This is an optimization exercise on Yosys and OpenROAD, whose aim is small area, a short achievable clock period and few clock cycles per item, not a production implementation.
No functional check of the RTL was part of any run shown here.
No activity file was given, so power comes from the tool's default toggle rates.

## design/flow/flow/run.sh

```bash
#!/bin/bash
# Standard layout (the standard.sh, unchanged), with timing repair asked
# for SETUP_SLACK_MARGIN ns of extra setup slack at the design's own clock,
# and the port buffers made with the plain buf_1 cell.
set -euo pipefail
cd "$(dirname "$0")/.."
export SETUP_SLACK_MARGIN=7.0
export BUFFER_PORTS_ARGS="-buffer_cell sky130_fd_sc_hd__buf_1"
bash standard.sh finish > flow_make.log 2>&1
```

## design/flow/standard.sh

```bash
#!/bin/bash
# synth_recipe.tcl (not shown) runs the flow's synth.tcl, then flattens the netlist and writes it again
# the make line also repeats each setting of config.mk as NAME=value (left out here)
make -C /OpenROAD-flow-scripts/flow DESIGN_CONFIG=/design/flow/config.mk WORK_HOME=/design/flow/orfs CLKGATE_MAP_FILE= SYNTH_SCRIPT=/design/flow/synth_recipe.tcl "${@:-finish}"
```

## design/flow/config.mk

```make
export PLATFORM = sky130hd
export DESIGN_NAME = rdm_responder
export DESIGN_NICKNAME = rdm_responder
export VERILOG_FILES = /design/flow/design.v
export SDC_FILE = /design/flow/constraint.sdc
export NUM_CORES = 4
export LEC_CHECK = 0
export CAP_MARGIN = 20
export CORE_MARGIN = 2
export CORE_UTILIZATION = 60
export CTS_CLUSTER_DIAMETER = 80
export CTS_CLUSTER_SIZE = 30
export PLACE_DENSITY = 0.75
export SLEW_MARGIN = 20
```

## design/flow/constraint.sdc

```tcl
create_clock -name core_clock -period 10.0 [get_ports {clk}]
set_input_delay 2.0000 -clock core_clock [delete_from_list [all_inputs] [get_ports {clk}]]
set_output_delay 2.0000 -clock core_clock [all_outputs]
set_load 0.01 [all_outputs]
```

## design/flow/design.v

```verilog
module rdm_responder (
    input  wire        clk,
    input  wire        rst,            
    input  wire [47:0] own_uid,        
    input  wire        rx_valid,
    input  wire [7:0]  rx_data,
    input  wire        rx_last,
    output reg         rx_ready,
    output reg         tx_valid,
    output reg  [7:0]  tx_data,
    output reg         tx_last,
    output reg         tx_break,
    input  wire        tx_ready,
    output reg         mute_line,
    output reg         mute_evt,
    output reg         identify_line,
    output reg         identify_evt
);
    function [5:0] inc6(input [5:0] a);
        inc6 = a ^ {&a[4:0], &a[3:0], &a[2:0], &a[1:0], a[0], 1'b1};
    endfunction
    function [5:0] dec6(input [5:0] a);
        dec6 = a ^ {~|a[4:0], ~|a[3:0], ~|a[2:0], ~|a[1:0], ~a[0], 1'b1};
    endfunction
    function [7:0] inc8(input [7:0] a);
        inc8 = a ^ {&a[6:0], &a[5:0], &a[4:0], &a[3:0], &a[2:0], &a[1:0], a[0], 1'b1};
    endfunction
    function cy8(input [7:0] a, input [7:0] b);
        reg [7:0] g, t;
        begin
            g = a & b;
            t = a | b;
            cy8 = g[7] | (t[7] & (g[6] | (t[6] & (g[5] | (t[5] & (g[4] |
                  (t[4] & (g[3] | (t[3] & (g[2] | (t[2] & (g[1] | (t[1] & g[0])))))))))))));
        end
    endfunction
    function ge8c(input [7:0] a, input [7:0] k);      
        integer i;
        reg r, e;
        begin
            r = 1'b0; e = 1'b1;
            for (i = 7; i >= 0; i = i - 1) begin
                if (!k[i]) r = r | (e & a[i]);
                e = e & ~(a[i] ^ k[i]);
            end
            ge8c = r | e;
        end
    endfunction
    function inr8(input [7:0] a, input [7:0] lo, input [7:0] hi);    
        inr8 = ge8c(a, lo) & ~ge8c(a, hi + 8'd1);
    endfunction
    localparam [2:0] PD_TWO = 3'd0, PD_SUPP = 3'd1, PD_DEVINFO = 3'd2,
                     PD_MODEL = 3'd3, PD_MFR = 3'd4, PD_SWVER = 3'd5,
                     PD_LABEL = 3'd6, PD_IDENT = 3'd7;
    reg  [4:0]  ph;
    reg         m_v, m_l, s_l;
    reg  [7:0]  m_d, s_d;
    wire        hs = rx_valid & ~s_full;
    reg  [7:0]  pos;           
    reg  [15:0] sum;           
    reg  [7:0]  ml;            
    reg         hok, uni, all_, vend, pdlok, cshf, cshok, bad;
    reg         pdl0, pdl1, pdl12, pdlle32, idnz;
    reg         lo_dec, lo_fail, hi_dec, hi_fail;
    reg  [4:0]  wd;            
    reg         fpos, rpos;    
    reg  [5:0]  lead;          
    reg         s_full;        
    reg  [7:0]  f_src0, f_src1, f_src2, f_src3, f_src4, f_src5;
    reg  [7:0]  f_tn, f_sd0, f_sd1, f_cc, f_pid0, f_pid1;
    reg         done_pend, s_uni;
    reg         q_kdub, q_dubrep, q_eff;
    reg         bank;                  
    reg  [5:0]  len0, len1;            
    reg  [4:0]  base0, base1;          
    reg  [255:0] ring0, ring1;
    reg         act;                   
    reg  [5:0]  idx;                   
    reg  [7:0]  tL;                    
    reg  [5:0]  tH;
    reg         tc;
    reg         hi_done;
    reg         r_std;                 
    reg         r_nack;
    reg  [2:0]  r_pd;
    reg  [1:0]  r_rc;                  
    reg  [5:0]  r_end;                 
    reg  [4:0]  dd;                    
    reg         hb;                    
    reg         lpd;                   
    reg         sb_v, sb_l, sb_b;
    reg         o_nv;                  
    reg  [7:0]  sb_d;
    wire [7:0]  b      = m_d;
    wire [7:0]  ob_rx;
    wire        b_eq_o = (b == ob_rx);
    wire        b_gt_o = (b > ob_rx);
    wire        b_ff   = (b == 8'hFF);
    wire        p_lo   = (pos[7:6] == 2'd0);         
    wire        ld;
    wire        lead_z   = (lead == 6'd0);
    wire        lead_p   = ~lead[5] & ~lead_z;
    wire        f_safe   = ~done_pend & (~hb | lead_p | (lead_z & ld));
    wire        inact_bank = ~bank;
    reg         w_al;                   
    reg         r_al;                   
    wire        go       = ~(fpos & ~f_safe) & ~(rpos & ~w_al);
    wire        c        = m_v & go;
    wire        mfree    = ~m_v | c;
    wire        ml_seen   = ge8c(pos, 8'd3);
    wire        at_cshi   = ml_seen & (pos == ml) & ~cshf;
    wire        frame_ok  = hok & pdlok & cshf & cshok & (sum[7:0] == b) & ~bad;
    wire        addressed = uni | all_ | vend;
    wire        new_done  = c & m_l & frame_ok & addressed;
    reg  [2:0]  rsel;
    always @* begin
        case (pos[5:0])
            6'd3, 6'd24, 6'd30: rsel = 3'd0;
            6'd4, 6'd25, 6'd31: rsel = 3'd1;
            6'd5, 6'd26, 6'd32: rsel = 3'd2;
            6'd6, 6'd27, 6'd33: rsel = 3'd3;
            6'd7, 6'd28, 6'd34: rsel = 3'd4;
            default:            rsel = 3'd5;
        endcase
    end
    reg  [7:0]  own_rx;
    assign      ob_rx = own_rx;
    always @* begin
        case (rsel)
            3'd0: own_rx = own_uid[47:40];
            3'd1: own_rx = own_uid[39:32];
            3'd2: own_rx = own_uid[31:24];
            3'd3: own_rx = own_uid[23:16];
            3'd4: own_rx = own_uid[15:8];
            default: own_rx = own_uid[7:0];
        endcase
    end
    wire        sd_nz   = |{f_sd0, f_sd1};
    wire        cc_disc = (f_cc == 8'h10);
    wire        cc_get  = (f_cc == 8'h20);
    wire        cc_set  = (f_cc == 8'h30);
    wire        pid_hi0 = (f_pid0 == 8'h00);
    wire        pid_dub   = pid_hi0 & (f_pid1 == 8'h01);
    wire        pid_mute  = pid_hi0 & (f_pid1 == 8'h02);
    wire        pid_unm   = pid_hi0 & (f_pid1 == 8'h03);
    wire        pid_supp  = pid_hi0 & (f_pid1 == 8'h50);
    wire        pid_dinf  = pid_hi0 & (f_pid1 == 8'h60);
    wire        pid_model = pid_hi0 & (f_pid1 == 8'h80);
    wire        pid_mfr   = pid_hi0 & (f_pid1 == 8'h81);
    wire        pid_label = pid_hi0 & (f_pid1 == 8'h82);
    wire        pid_swv   = pid_hi0 & (f_pid1 == 8'hC0);
    wire        pid_ident = (f_pid0 == 8'h10) & (f_pid1 == 8'h00);
    wire        cc_ok   = cc_disc | cc_get | cc_set;
    wire        key_ok  = ~sd_nz & cc_ok;
    wire        k_dub   = key_ok & cc_disc & pid_dub;
    wire        k_mute  = key_ok & cc_disc & (pid_mute | pid_unm);
    wire        k_get   = key_ok & cc_get & (pid_supp | pid_dinf | pid_model | pid_mfr |
                                             pid_label | pid_swv | pid_ident);
    wire        k_slab  = key_ok & cc_set & pid_label;
    wire        k_sid   = key_ok & cc_set & pid_ident;
    wire        e_mute  = k_mute & pdl0;
    wire        e_ident = k_sid & pdl1;
    wire        e_label = k_slab & pdlle32;
    wire        dub_rep = k_dub & ~mute_line & pdl12 & ~lo_fail & ~hi_fail;
    reg         d_nack;
    reg  [2:0]  d_pd;
    reg  [1:0]  d_rc;
    reg  [5:0]  d_end;
    wire [5:0]  len_act = bank ? len1 : len0;
    always @* begin
        d_nack = 1'b1; d_pd = PD_TWO; d_rc = 2'd0; d_end = 6'd26;
        if (sd_nz)            d_rc = 2'd3;              
        else if (!cc_ok)      d_rc = 2'd2;              
        else if (k_mute) begin
            if (pdl0) d_nack = 1'b0;                    
            else      d_rc = 2'd1;
        end else if (k_get) begin
            if (!pdl0) d_rc = 2'd1;
            else begin
                d_nack = 1'b0;
                if (pid_supp)       begin d_pd = PD_SUPP;    d_end = 6'd30; end
                else if (pid_dinf)  begin d_pd = PD_DEVINFO; d_end = 6'd43; end
                else if (pid_model) begin d_pd = PD_MODEL;   d_end = 6'd31; end
                else if (pid_mfr)   begin d_pd = PD_MFR;     d_end = 6'd27; end
                else if (pid_label) begin d_pd = PD_LABEL;   d_end = len_act; end
                else if (pid_swv)   begin d_pd = PD_SWVER;   d_end = 6'd26; end
                else                begin d_pd = PD_IDENT;   d_end = 6'd25; end
            end
        end else if (k_slab) begin
            if (pdlle32) begin d_nack = 1'b0; d_end = 6'd24; end
            else d_rc = 2'd1;
        end else if (k_sid) begin
            if (pdl1) begin d_nack = 1'b0; d_end = 6'd24; end
            else d_rc = 2'd1;
        end
    end
    wire        std_rep = s_uni & ~q_kdub;
    wire        rep     = q_dubrep | std_rep;
    wire        quiet   = ~rep & ~q_eff;
    wire        disp    = done_pend & (quiet | (~act & (~rep | ~sb_v)));
    wire        start   = disp & rep;
    reg  [2:0]  tsel;
    always @* begin
        if (r_std) begin
            case (idx[3:0])
                4'd9:  tsel = 3'd0;
                4'd10: tsel = 3'd1;
                4'd11: tsel = 3'd2;
                4'd12: tsel = 3'd3;
                4'd13: tsel = 3'd4;
                default: tsel = 3'd5;
            endcase
        end else begin
            case (idx[4:0])
                5'd8, 5'd9:   tsel = 3'd0;
                5'd10, 5'd11: tsel = 3'd1;
                5'd12, 5'd13: tsel = 3'd2;
                5'd14, 5'd15: tsel = 3'd3;
                5'd16, 5'd17: tsel = 3'd4;
                default:      tsel = 3'd5;
            endcase
        end
    end
    reg  [7:0]  own_tx;
    always @* begin
        case (tsel)
            3'd0: own_tx = own_uid[47:40];
            3'd1: own_tx = own_uid[39:32];
            3'd2: own_tx = own_uid[31:24];
            3'd3: own_tx = own_uid[23:16];
            3'd4: own_tx = own_uid[15:8];
            default: own_tx = own_uid[7:0];
        endcase
    end
    wire [7:0]  tap31   = bank ? ring1[255:248] : ring0[255:248];
    wire [7:0]  tap15   = bank ? ring1[127:120] : ring0[127:120];
    wire [7:0]  lab_b   = dd[4] ? tap15 : tap31;
    reg  [7:0]  pd_b;
    always @* begin
        pd_b = 8'h00;
        case (r_pd)
            PD_TWO:   pd_b = idx[0] ? {4'd0, r_rc[1] & r_rc[0], r_rc[1] & ~r_rc[0], 1'b0, |r_rc} : 8'h00;
            PD_SUPP:  case (idx[2:0])
                          3'd1: pd_b = 8'h80;     
                          3'd3: pd_b = 8'h81;     
                          3'd5: pd_b = 8'h82;     
                          default: pd_b = 8'h00;
                      endcase
            PD_DEVINFO: case (idx[5:0])
                          6'd24, 6'd27, 6'd28, 6'd33, 6'd36, 6'd37: pd_b = 8'h01;
                          6'd38, 6'd39: pd_b = 8'hFF;
                          default: pd_b = 8'h00;
                      endcase
            PD_MODEL: case (idx[2:0])             
                          3'd0: pd_b = 8'h4A;
                          3'd1: pd_b = 8'h61;
                          3'd2: pd_b = 8'h20;
                          3'd3: pd_b = 8'h52;
                          3'd4: pd_b = 8'h75;
                          3'd5: pd_b = 8'h6C;
                          default: pd_b = 8'h65;
                      endcase
            PD_MFR:   case (idx[1:0])             
                          2'd0: pd_b = 8'h4F;
                          2'd1: pd_b = 8'h4C;
                          default: pd_b = 8'h50;
                      endcase
            PD_SWVER: pd_b = idx[0] ? 8'h31 : 8'h76;
            PD_LABEL: pd_b = lab_b;
            default:  pd_b = {7'd0, identify_line};
        endcase
    end
    wire        add_p  = r_std ? ~hi_done : inr8({2'b00, idx}, 8'd9, 8'd20);
    wire [8:0]  lsum   = {1'b0, tL} + {1'b0, tx_data};
    wire [5:0]  tHc    = tc ? inc6(tH) : tH;
    wire [5:0]  tHc1   = tc ? inc6(inc6(tH)) : inc6(tH);
    wire [5:0]  t_hi   = (add_p & cy8(tL, tx_data)) ? tHc1 : tHc;
    wire        at_end = (idx == r_end);
    reg  [7:0]  nb;
    always @* begin
        nb = 8'h00;
        if (r_std) begin
            if (hi_done)
                nb = tL;
            else if (at_end)
                nb = {2'b00, t_hi};
            else if (ge8c({2'b00, idx}, 8'd24))
                nb = pd_b;
            else case (idx[4:0])
                5'd0:  nb = 8'hCC;
                5'd1:  nb = 8'h01;
                5'd2:  nb = {2'b00, r_end};
                5'd3:  nb = f_src0;
                5'd4:  nb = f_src1;
                5'd5:  nb = f_src2;
                5'd6:  nb = f_src3;
                5'd7:  nb = f_src4;
                5'd8:  nb = f_src5;
                5'd9, 5'd10, 5'd11, 5'd12, 5'd13, 5'd14: nb = own_tx;
                5'd15: nb = f_tn;
                5'd16: nb = {6'd0, r_nack, 1'b0};
                5'd17: nb = 8'h00;
                5'd18: nb = f_sd0;
                5'd19: nb = f_sd1;
                5'd20: nb = inc8(f_cc);
                5'd21: nb = f_pid0;
                5'd22: nb = f_pid1;
                default: nb = {2'b00, r_end[5:3] - 3'd3, r_end[2:0]};
            endcase
        end else begin
            if (~ge8c({2'b00, idx}, 8'd7))
                nb = 8'hFE;
            else if (idx == 6'd7)
                nb = 8'hAA;
            else if (~ge8c({2'b00, idx}, 8'd20))
                nb = own_tx | (idx[0] ? 8'h55 : 8'hAA);
            else if (~ge8c({2'b00, idx}, 8'd22))
                nb = {2'b00, t_hi} | (idx[0] ? 8'h55 : 8'hAA);
            else
                nb = tL | (idx[0] ? 8'h55 : 8'hAA);
        end
    end
    wire        nb_last = r_std ? hi_done : (idx == 6'd23);
    wire        avail   = ~lpd | r_al;
    assign      ld      = act & avail & ~sb_v;
    wire        put  = ld | start;
    wire [7:0]  pb   = start ? (std_rep ? 8'hCC : 8'hFE) : nb;
    wire        pl   = ~start & nb_last;
    wire        pbrk = start ? std_rep : r_std;
    wire        o_free = o_nv | tx_ready;
    wire [4:0]  base_ac = bank ? base1 : base0;
    wire [4:0]  dd_s    = ph - base_ac + 5'd24;
    wire        wr_ring = c & inr8(pos, 8'd24, 8'd55);
    wire [5:0]  pos6    = pos[5:0];
    wire [5:0]  lead_s0 = inc6(inc6(~pos6));        
    wire [5:0]  lead_s1 = inc6(~pos6);              
    wire [5:0]  idx_i   = inc6(idx);
    wire [5:0]  lead_i  = inc6(lead);
    wire [5:0]  lead_d  = dec6(lead);
    always @(posedge clk) begin
        ring0 <= {ring0[247:0], (wr_ring & ~inact_bank) ? b : ring0[255:248]};
        ring1 <= {ring1[247:0], (wr_ring &  inact_bank) ? b : ring1[255:248]};
        if (mfree)
            {m_d, m_l} <= s_full ? {s_d, s_l} : {rx_data, rx_last};
        if (~s_full)
            {s_d, s_l} <= {rx_data, rx_last};
        if (~sb_v)
            {sb_d, sb_l, sb_b} <= {pb, pl, pbrk};
        q_kdub   <= k_dub;
        q_dubrep <= dub_rep;
        q_eff    <= e_ident | e_label;
        if (c) begin
            if (pos == 8'd2) ml <= b;
            if (pos == 8'd9)  f_src0 <= b;
            if (pos == 8'd10) f_src1 <= b;
            if (pos == 8'd11) f_src2 <= b;
            if (pos == 8'd12) f_src3 <= b;
            if (pos == 8'd13) f_src4 <= b;
            if (pos == 8'd14) f_src5 <= b;
            if (pos == 8'd15) f_tn   <= b;
            if (pos == 8'd18) f_sd0  <= b;
            if (pos == 8'd19) f_sd1  <= b;
            if (pos == 8'd20) f_cc   <= b;
            if (pos == 8'd21) f_pid0 <= b;
            if (pos == 8'd22) f_pid1 <= b;
            if (pos == 8'd23) begin
                pdl0    <= (b == 8'd0);
                pdl1    <= (b == 8'd1);
                pdl12   <= (b == 8'd12);
                pdlle32 <= ~ge8c(b, 8'd33);
            end
            if (pos == 8'd24) begin
                idnz <= |b;
                if (inact_bank) base1 <= ph;
                else            base0 <= ph;
            end
            if (inr8(pos, 8'd24, 8'd29)) begin
                if (pos6 == 6'd24 || !lo_dec) begin
                    lo_dec  <= ~b_eq_o;
                    lo_fail <= b_gt_o;
                end
            end
            if (inr8(pos, 8'd30, 8'd35)) begin
                if (pos6 == 6'd30 || !hi_dec) begin
                    hi_dec  <= ~b_eq_o;
                    hi_fail <= ~b_gt_o & ~b_eq_o;
                end
            end
            if (pos == 8'd0) begin
                hok   <= (b == 8'hCC);
                uni   <= 1'b1;
                all_  <= 1'b1;
                vend  <= 1'b1;
                pdlok <= 1'b0;
                cshf  <= 1'b0;
                bad   <= 1'b0;
                sum   <= {8'd0, b};
            end else begin
                if (pos == 8'd1 && b != 8'h01) hok <= 1'b0;
                if (inr8(pos, 8'd3, 8'd8)) begin
                    if (!b_eq_o) uni <= 1'b0;
                    if (!b_ff)   all_ <= 1'b0;
                    if (~ge8c(pos, 8'd5) ? !b_eq_o : !b_ff) vend <= 1'b0;
                end
                if (pos == 8'd23)
                    pdlok <= ({1'b0, b} + 9'd24 == {1'b0, ml});
                if (cshf) begin
                    if (!m_l) bad <= 1'b1;
                end else if (at_cshi) begin
                    cshf  <= 1'b1;
                    cshok <= (sum[15:8] == b);
                end else
                    sum <= sum + {8'd0, b};
            end
        end
        if (c && pos == 8'd24) begin
            wd   <= 5'd0;
            w_al <= 1'b1;
        end else if (!c) begin
            wd   <= wd + 5'd1;
            w_al <= (wd == 5'd31);
        end
        if (start) begin
            idx     <= 6'd1;
            hi_done <= 1'b0;
            lpd     <= 1'b0;
            r_std   <= std_rep;
            r_nack  <= d_nack;
            r_pd    <= d_pd;
            r_rc    <= d_rc;
            r_end   <= d_end;
            tL      <= 8'h00;
            tH      <= 6'd0;
            tc      <= 1'b0;
            dd      <= dd_s;
            r_al    <= (dd_s[3:0] == 4'd0);
        end else begin
            if (ld) begin
                idx     <= idx_i;
                hi_done <= r_std & at_end;
                if (idx == 6'd23) lpd <= r_std & (r_pd == PD_LABEL) & (r_end != 6'd24);
                else if (idx_i == r_end) lpd <= 1'b0;
                if (add_p) begin
                    tL <= lsum[7:0];
                    tH <= tHc;
                    tc <= lsum[8];
                end
            end else
            begin
                dd   <= dd + 5'd1;
                r_al <= (dd[3:0] == 4'd15);
            end
        end
        if (start)
            lead <= c ? (m_l ? 6'd1 : lead_s1) : lead_s0;
        else if (c & m_l)
            lead <= ld ? idx_i : idx;
        else if (ld & ~c)
            lead <= lead_i;
        else if (c & ~ld)
            lead <= lead_d;
        if (o_free) begin
            if (sb_v) {tx_data, tx_last, tx_break} <= {sb_d, sb_l, sb_b};
            else if (put) {tx_data, tx_last, tx_break} <= {pb, pl, pbrk};
        end
    end
    reg         rst_q;
    wire        rr = rst | rst_q;
    always @(posedge clk) begin
        rst_q <= rst;
        if (rst) begin
            rx_ready <= 1'b0;
        end else if (rst_q) begin
            rx_ready <= 1'b1;
        end else if (mfree)
            rx_ready <= 1'b1;
        else if (hs)
            rx_ready <= 1'b0;
        if (rr) begin
            tx_valid      <= 1'b0;
            mute_line     <= 1'b0;
            mute_evt      <= 1'b0;
            identify_line <= 1'b0;
            identify_evt  <= 1'b0;
        end else begin
            if (o_free)
                tx_valid <= sb_v | put;
            mute_evt     <= disp & e_mute;
            identify_evt <= disp & e_ident;
            if (disp & e_mute)
                mute_line <= ~f_pid1[0];            
            if (disp & e_ident)
                identify_line <= idnz;
        end
        if (rst_q) begin
            ph            <= 5'd0;
            m_v           <= 1'b0;
            s_full        <= 1'b0;
            pos           <= 8'd0;
            fpos          <= 1'b0;
            rpos          <= 1'b0;
            done_pend     <= 1'b0;
            bank          <= 1'b0;
            len0          <= 6'd24;
            len1          <= 6'd24;
            act           <= 1'b0;
            hb            <= 1'b0;
            sb_v          <= 1'b0;
            o_nv          <= 1'b1;
        end else begin
            ph <= ph + 5'd1;
            if (mfree) begin
                m_v    <= s_full | hs;
                s_full <= 1'b0;
            end else if (hs)
                s_full <= 1'b1;
            if (c) begin
                if (m_l) pos <= 8'd0;
                else if (pos != 8'hFF) pos <= inc8(pos);
                fpos <= ~m_l & inr8(pos, 8'd8, 8'd21);
                rpos <= ~m_l & inr8(pos, 8'd24, 8'd54);
                if (pos == 8'd23) begin
                    if (inact_bank) len1 <= ml[5:0];
                    else            len0 <= ml[5:0];
                end
            end
            if (new_done) begin
                done_pend <= 1'b1;
                s_uni     <= uni;
            end else if (disp)
                done_pend <= 1'b0;
            if (disp & e_label)
                bank <= ~bank;
            if (start) begin
                act <= 1'b1;
                hb  <= std_rep;
            end else if (ld) begin
                if (nb_last) act <= 1'b0;
                if (idx == 6'd22) hb <= 1'b0;
            end
            if (o_free) begin
                o_nv <= ~(sb_v | put);
                sb_v <= 1'b0;
            end else if (put)
                sb_v <= 1'b1;
        end
    end
endmodule
```

==> results of run 1 <==
[layout by cell type (no fill, tap or decap), drive strengths merged, types with 44 or more instances in the layout]
master and instances:
xnor2 50, inv 83, nand3 52, buf 195, nor2 146, clkbuf 54, ha 75, a21oi 118
o21ai 93, mux2 44, dfxtp 593, nand2 169, edfxtp 210
[final cells by class]
type	count	area (µm²)
flip-flops and latches	803	18200
fillers	3269	14100
multi-input cells	1338	10200
repair buffers	206	1490
clock buffers	43	948
well taps	607	759
inverters	84	354
clock inverters	15	260
repair inverters	1	5.00
[stage by stage]
stage	hold WS [ns]	utilization, %	cells	area, µm²
floorplan	0.310	-	2326	28100
global placement	0.311	62.4	2933	28900
detailed placement	0.312	62.5	2933	29000
CTS	0.329	67.2	3044	31200
global route	0.329	69.5	3097	32200
finish	0.325	69.5	3097	32200
[power groups by stage]
stage               logic, mW  registers (mW)  clock network (mW)
CTS                     0.324            3.41                1.83
finish                  0.371            3.41                1.80
global placement        0.281            3.48                   0
floorplan               0.214            3.46                   0
global route            0.396            3.42                1.93
detailed placement      0.288            3.49                   0
[critical path: stages]
cell and delay, ns:
buf_6 0.09, mux2_4 0.27, a221oi_4 0.22, nor2_1 0.08, o221ai_1 0.20, ha_1 0.29, nor2b_4 0.13, o21a_1 0.16
o21a_1 0.16, o21a_1 0.16, o21a_1 0.17, o21a_1 0.17, o21ai_2 0.23, a21oi_1 0.10
[routing by layer]
metal / share of wire (%) / routed length [µm] / track usage (%) / vias to the layer above
li1: - / - / - / 8625
met3: 8.3 / 5790 / 3.95 / 188
met2: 46 / 32400 / 45.2 / 911
met1: 42 / 29200 / 38.8 / 9233
met5: 0 / 0 / 0 / -
met4: 4.0 / 2800 / 10.6 / 0
[worst max path at each step]
stage                           start           endpoint  slack (ns)  cells after the start
after floorplan           own_uid[17]  lo_fail$_DFFE_PP_        5.69                     13
after global placement    own_uid[17]  lo_fail$_DFFE_PP_        5.30                     14
after detailed placement  own_uid[17]  lo_fail$_DFFE_PP_        5.27                     14
after CTS                 own_uid[25]  lo_fail$_DFFE_PP_        6.02                     14
after global routing      own_uid[25]  hi_fail$_DFFE_PP_        5.86                     14
final                     own_uid[25]  lo_fail$_DFFE_PP_        5.93                     14
[timing repair]
action | CTS | global route
setup endpoints to repair | 234 | 81
setup buffers | 51 | 52
gates cloned | 2 | 1
pin swaps | 30 | 65
endpoints found under the hold margin | 0 | 0
gates resized for setup | 146 | 144
[kinds of logic after synthesis]
group                      count (synthesis)  share of synthesized area, %
muxes                                     99                          4.26
xor gates and xnor gates                  87                          2.71
adders and majority gates                 78                          3.56
DFF                                      803                          64.8
AOI/OAI and AO/OA                        467                          11.3
and+or+nand+nor                          606                          10.7
buffers and inverters                    186                          2.71
==> results_dict.tcl, run 1 <==
set metrics [dict create \
    initial_core_util_pct 60.5 \
    clock_sinks 803 \
    pin_count 77 \
    placement_rows 79 \
    hp-class "register to register" \
    min_period_over_period_pct 40.7 \
    seq_area_frac_synth_pct 64.8 \
    drive_gt1_share_pct 18.1 \
    dp_hpwl_mm 45.5 \
    worst_slack_ns 5.93 \
    period_minus_slack_ns 4.07 \
    cts_tree "built" \
    clockBufferDepth 3 \
    min_from "ring1[198]$_DFF_P_" \
    swShare_pct 23.6 \
    cap_violations 0 \
    synth_top_area_cell "dfxtp_1" \
    top_regs "ring0: 256 flops, ring1: 256 flops, sum: 16 flops" \
    nNetsFinal 2610 \
    synth_fp_nets 2465 \
    power.share.clock_pct 32.3 \
    start_kind "primary input" \
    worstPathMaxFanout 2 \
    rsz0062_at_grt "yes" \
    holdPathEnd "ring1[206]$_DFF_P_" \
    cts_inserted_buffers 37 \
    intPower_mw 4.26 \
    insertion_delay_ns 0.62 \
    num_antenna_cells 0 \
    synth_common_cells "dfxtp_1, edfxtp_1, nand2_1" \
    netlist-cell-type-count 94 \
    tns_ns 0 \
    p_per_area_mw_per_mm2 173 \
    status "timing/DRC/antenna clean" \
    grt-ovfl-total 0 \
    cp.required_ns 10.37 \
    syn_to_final_growth_pct 14.8 \
    die_h_um 220 \
    p_leak_nw 12.2 \
    vias_per_cell 6.12 \
    clock_skew_ns 0.0288 \
    final_hold_viol_count 0 \
    drcViolationCount 0 \
    ctsHtreeMaxLevel 2 \
    clock_tree.root_cell "clkbuf_16" \
    path_class "primary input to register" \
    antenna_left 0 \
    port_buffers 76 \
    clkTransAtPathRegs_ns 0.11 \
    r2r_start "rsel[0]$_DFF_P_" \
    endpoint_kind "register" \
    ys.flop_type "dfxtp_1" \
    relSlewSlack_pct 28.1 \
    grt_pass1_vias 17800 \
    r2r_cells 13 \
    yosys-top-cells-area "dfxtp_1, edfxtp_1, ha_1" \
    chipWidth_um 220 \
    postSynth.asyncResetShare_pct 0 \
    num_vias 19000 \
    netlist_area_mm2 0.0281 \
    yosys_warnings 1 \
    syn_area_per_cell_um2 12.1 \
    p_sw_mw 1.32 \
    synth_top_area_share_pct 42.3 \
    grt_pass1_wl_mm 103 \
    rrSetupSlack_ns 6.01 \
    synth-edff-count 210 \
    place.gp.congestion 0.961 \
    grt_start_max_net_pins 63 \
    synth.most_common_cell "dfxtp_1" \
    wire_per_inst_um 22.7 \
    dieArea_mm2 0.0485 \
    setup_violations 0 \
    pwr-share-seq_pct 61.1 \
    drv_slew 0 \
    wl_mm 70.2 \
    cts_hold_buf 0 \
    ys_ff_latch 803 \
    max_freq_mhz 246 \
    gr-usage-all-layers_pct 28.0 \
    drt_first_pass_iters 10 \
    worstMarginPinSlew_ns 1.08 \
    worstPathArrival_ns 4.44 \
    post-place-ws_ns 5.27 \
    ir_drop_mv 0.206 \
    antenna_found_initial 1 \
    power.total_mw 5.59 \
    whs_path_depth 0 \
    drt_iter0_drc 1851 \
    comb_power_share_pct 6.6 \
    r2r-end "lo_fail$_DFFE_PP_" \
    syn_inst 2326 \
    coreArea_mm2 0.0464 \
]
==> run 2: changes to the inputs <==
--- a/design/flow/config.mk
+++ b/design/flow/config.mk
@@ -8,7 +8,7 @@
 export CAP_MARGIN = 20
 export CORE_MARGIN = 2
 export CORE_UTILIZATION = 60
-export CTS_CLUSTER_DIAMETER = 80
-export CTS_CLUSTER_SIZE = 30
+export CTS_CLUSTER_DIAMETER = 70
+export CTS_CLUSTER_SIZE = 24
 export PLACE_DENSITY = 0.75
 export SLEW_MARGIN = 20
==> run 2 against run 1 <==
  * Utilization fell by 0.43 points
  * Fmax shrank 0.13%
  * Area after synthesis did not move
  * Total power grew 1.7%
  * Via count down 0.89%
  * Clock skew grew 0.011 ns
  * Register-to-register slack better by 0.02 ns
==> results_dict.tcl, run 2 <==
set metrics [dict create \
    multi_input_area_mm2 0.0100 \
    hp-class "register to register" \
    vias_per_cell 6.07 \
    setup_violations 0 \
    clock_tree.root_cell "clkbuf_16" \
    cp.required_ns 10.35 \
    drive_gt1_share_pct 16.9 \
    ys.flop_type "dfxtp_1" \
    cap_violations 0 \
    drt_first_pass_iters 5 \
    rsz0062_at_grt "yes" \
    clock_sinks 803 \
    yosys_warnings 1 \
    path_class "primary input to register" \
    synth_top_area_cell "dfxtp_1" \
    ctsHtreeMaxLevel 2 \
    relSlewSlack_pct 29.0 \
    yosys-top-cells-area "dfxtp_1, edfxtp_1, ha_1" \
    syn_to_final_growth_pct 14.1 \
    worstPathArrival_ns 4.43 \
    cts_tree "built" \
    grt_pass1_vias 17800 \
    drt_iter0_drc 1995 \
    layout_commonest_cell "dfxtp_1" \
    nNetsFinal 2602 \
    gr-usage-all-layers_pct 28.1 \
    tns_ns 0 \
    endpoint_kind "register" \
    clock_skew_ns 0.0394 \
    synth.most_common_cell "dfxtp_1" \
    place.gp.congestion 0.961 \
    wire_per_inst_um 22.4 \
    cts_hold_buf 0 \
    grt-ovfl-total 0 \
    postSynth.asyncResetShare_pct 0 \
    p_per_area_mw_per_mm2 177 \
    die_h_um 220 \
    grt_pass1_wl_mm 104 \
    netlist_area_mm2 0.0281 \
    design_area_mm2 0.0320 \
    insertion_delay_ns 0.62 \
    power.total_mw 5.68 \
    synth_top_family_by_area "compound AO/OA/AOI/OAI gates" \
    placement_rows 79 \
    synth-edff-count 210 \
    antenna_found_initial 1 \
    dieArea_mm2 0.0485 \
    fill_cells 3278 \
    fin_cells 3093 \
    p_leak_nw 12.1 \
    status "timing/DRC/antenna clean" \
    p_sw_mw 1.31 \
    ys_ff_latch 803 \
    syn_area_per_cell_um2 12.1 \
    num_vias 18800 \
    port_buffers 76 \
    syn_inst 2326 \
    synth_top_area_share_pct 42.3 \
    worstPathMaxFanout 2 \
    regArea_mm2 0.0182 \
    wl_mm 69.4 \
    pwr-share-seq_pct 60.0 \
    yosys.area_share.simple_pct 10.7 \
    mostFrequentLayoutCells "dfxtp_1, edfxtp_1, nand2_1" \
    ir_drop_mv 0.179 \
    dp_cells 2933 \
    grt_start_max_net_pins 63 \
    synth_common_cells "dfxtp_1, edfxtp_1, nand2_1" \
    min_period_over_period_pct 40.7 \
    dp_hpwl_mm 45.5 \
    swShare_pct 23.1 \
    clockBufferDepth 3 \
    max_freq_mhz 245 \
    worstMarginPinSlew_ns 1.06 \
    cts_inserted_buffers 44 \
    netlist-cell-type-count 94 \
    clkTransAtPathRegs_ns 0.09 \
    final_hold_viol_count 0 \
    chipWidth_um 220 \
    synth-xor-area-share_pct 2.71 \
    synth.area.mux_share_pct 4.26 \
    seq_area_frac_synth_pct 64.8 \
    antenna_left 0 \
    drv_slew 0 \
    start_kind "primary input" \
    synthAdderAreaFrac_pct 3.56 \
    place_area_mm2 0.0290 \
    power.share.clock_pct 33.7 \
    top_regs "ring0: 256 flops, ring1: 256 flops, sum: 16 flops" \
    drcViolationCount 0 \
    initial_core_util_pct 60.5 \
    coreArea_mm2 0.0464 \
    num_antenna_cells 0 \
    comb_power_share_pct 6.3 \
    pin_count 77 \
    synth_fp_nets 2465 \
    synth_compound_area_share_pct 11.3 \
    intPower_mw 4.37 \
    period_minus_slack_ns 4.07 \
]
## run 2: cell counts after synthesis
Identical to the previous run, type by type.
## run 2: logic make-up after synthesis
kind of cell               count (synthesis)
adders and majority gates                 78
and+or+nand+nor                          606
DFF                                      803
AOI/OAI and AO/OA                        467
muxes                                     99
buffers and inverters                    186
xor gates and xnor gates                  87
## run 2: through the flow
step                      utilization, %  hold WS, ns  setup slack, ns
after CTS                           67.3        0.311             6.01
after global routing                69.1        0.313             5.85
after floorplan                        -        0.310             5.69
final                               69.1        0.311             5.93
after detailed placement            62.5        0.312             5.27
after global placement              62.4        0.311             5.30
## run 2: worst max-delay path: stages
cell and delay [ns]:
buf_6 0.09, mux2_4 0.27, a221oi_4 0.22, nor2_1 0.08, o221ai_1 0.19, ha_1 0.29, nor2b_4 0.13, o21a_1 0.16
o21a_1 0.16, o21a_1 0.16, o21a_1 0.17, o21a_1 0.17, o21ai_2 0.23, a21oi_1 0.09
## run 2: routing by layer
metal | GRT usage [%] | part of all wire, % | up-vias
met2 | 45.4 | 46 | 870
met1 | 38.9 | 42 | 9121
li1 | - | - | 8619
met4 | 9.75 | 3.6 | 0
met5 | 0 | 0 | -
met3 | 4.48 | 8.0 | 179
## run 2: final timing paths
kind	from	endpoint	slack, ns	cells past startpoint
min reg2reg	ring1[176]$_DFF_P_	ring1[184]$_DFF_P_	0.31	0
min	ring1[176]$_DFF_P_	ring1[184]$_DFF_P_	0.31	0
max reg2reg	rsel[0]$_DFF_P_	lo_fail$_DFFE_PP_	6.03	13
max	own_uid[25]	lo_fail$_DFFE_PP_	5.93	14
## run 2: power groups by stage
stage	Sequential [mW]	Combinational, mW	Clock, mW
after detailed placement	3.49	0.288	0
after CTS	3.41	0.319	1.95
after global routing	3.41	0.385	2.06
final	3.41	0.360	1.91
after floorplan	3.46	0.214	0
after global placement	3.48	0.281	0
## run 2: final cells by class
class / count / share of cell area [%]
timing repair buffer: 191 / 4.15
sequential: 803 / 56.9
clock buffer: 54 / 3.56
clock inverter: 15 / 0.660
inverter: 84 / 1.08
multi-input combinational: 1338 / 31.3
timing repair inverter: 1 / 0.0156
tap: 607 / 2.37
## run 2: timing repair
action / in CTS / in global routing
buffers inserted: 45 / 44
resized for setup: 134 / 108
cloned: 2 / 0
pin swaps: 29 / 43
endpoints found under the setup margin: 236 / 77

-- port drivers added, routing unchanged --
Ports are ideal in the flow. The routed layouts listed here were re-timed in OpenROAD. Step 1: set_driving_cell puts a clkbuf_16 on clk and a buf_2 on each other input, an assumption about the parent block. Step 2 moves the port delays by t, midway between the first and last clock arrival at a register: inputs arrive t later, outputs are due t later. That takes back most of the time a late clock gives input paths. Slacks: ideal ports / drivers / drivers and shift; pairs: ideal ports / drivers.
run | t (ns) | setup WS [ns] | cell pins on the clock port's net
run 1 | 0.659 | 5.930 / 5.948 / 5.290 | 1
run 2 | 0.650 | 5.925 / 5.943 / 5.293 | 1
After both steps setup and hold are still met in every run listed. The setup slack of run 1, which loses most, moves by +0.018 ns with the drivers and by -0.640 ns with both steps.
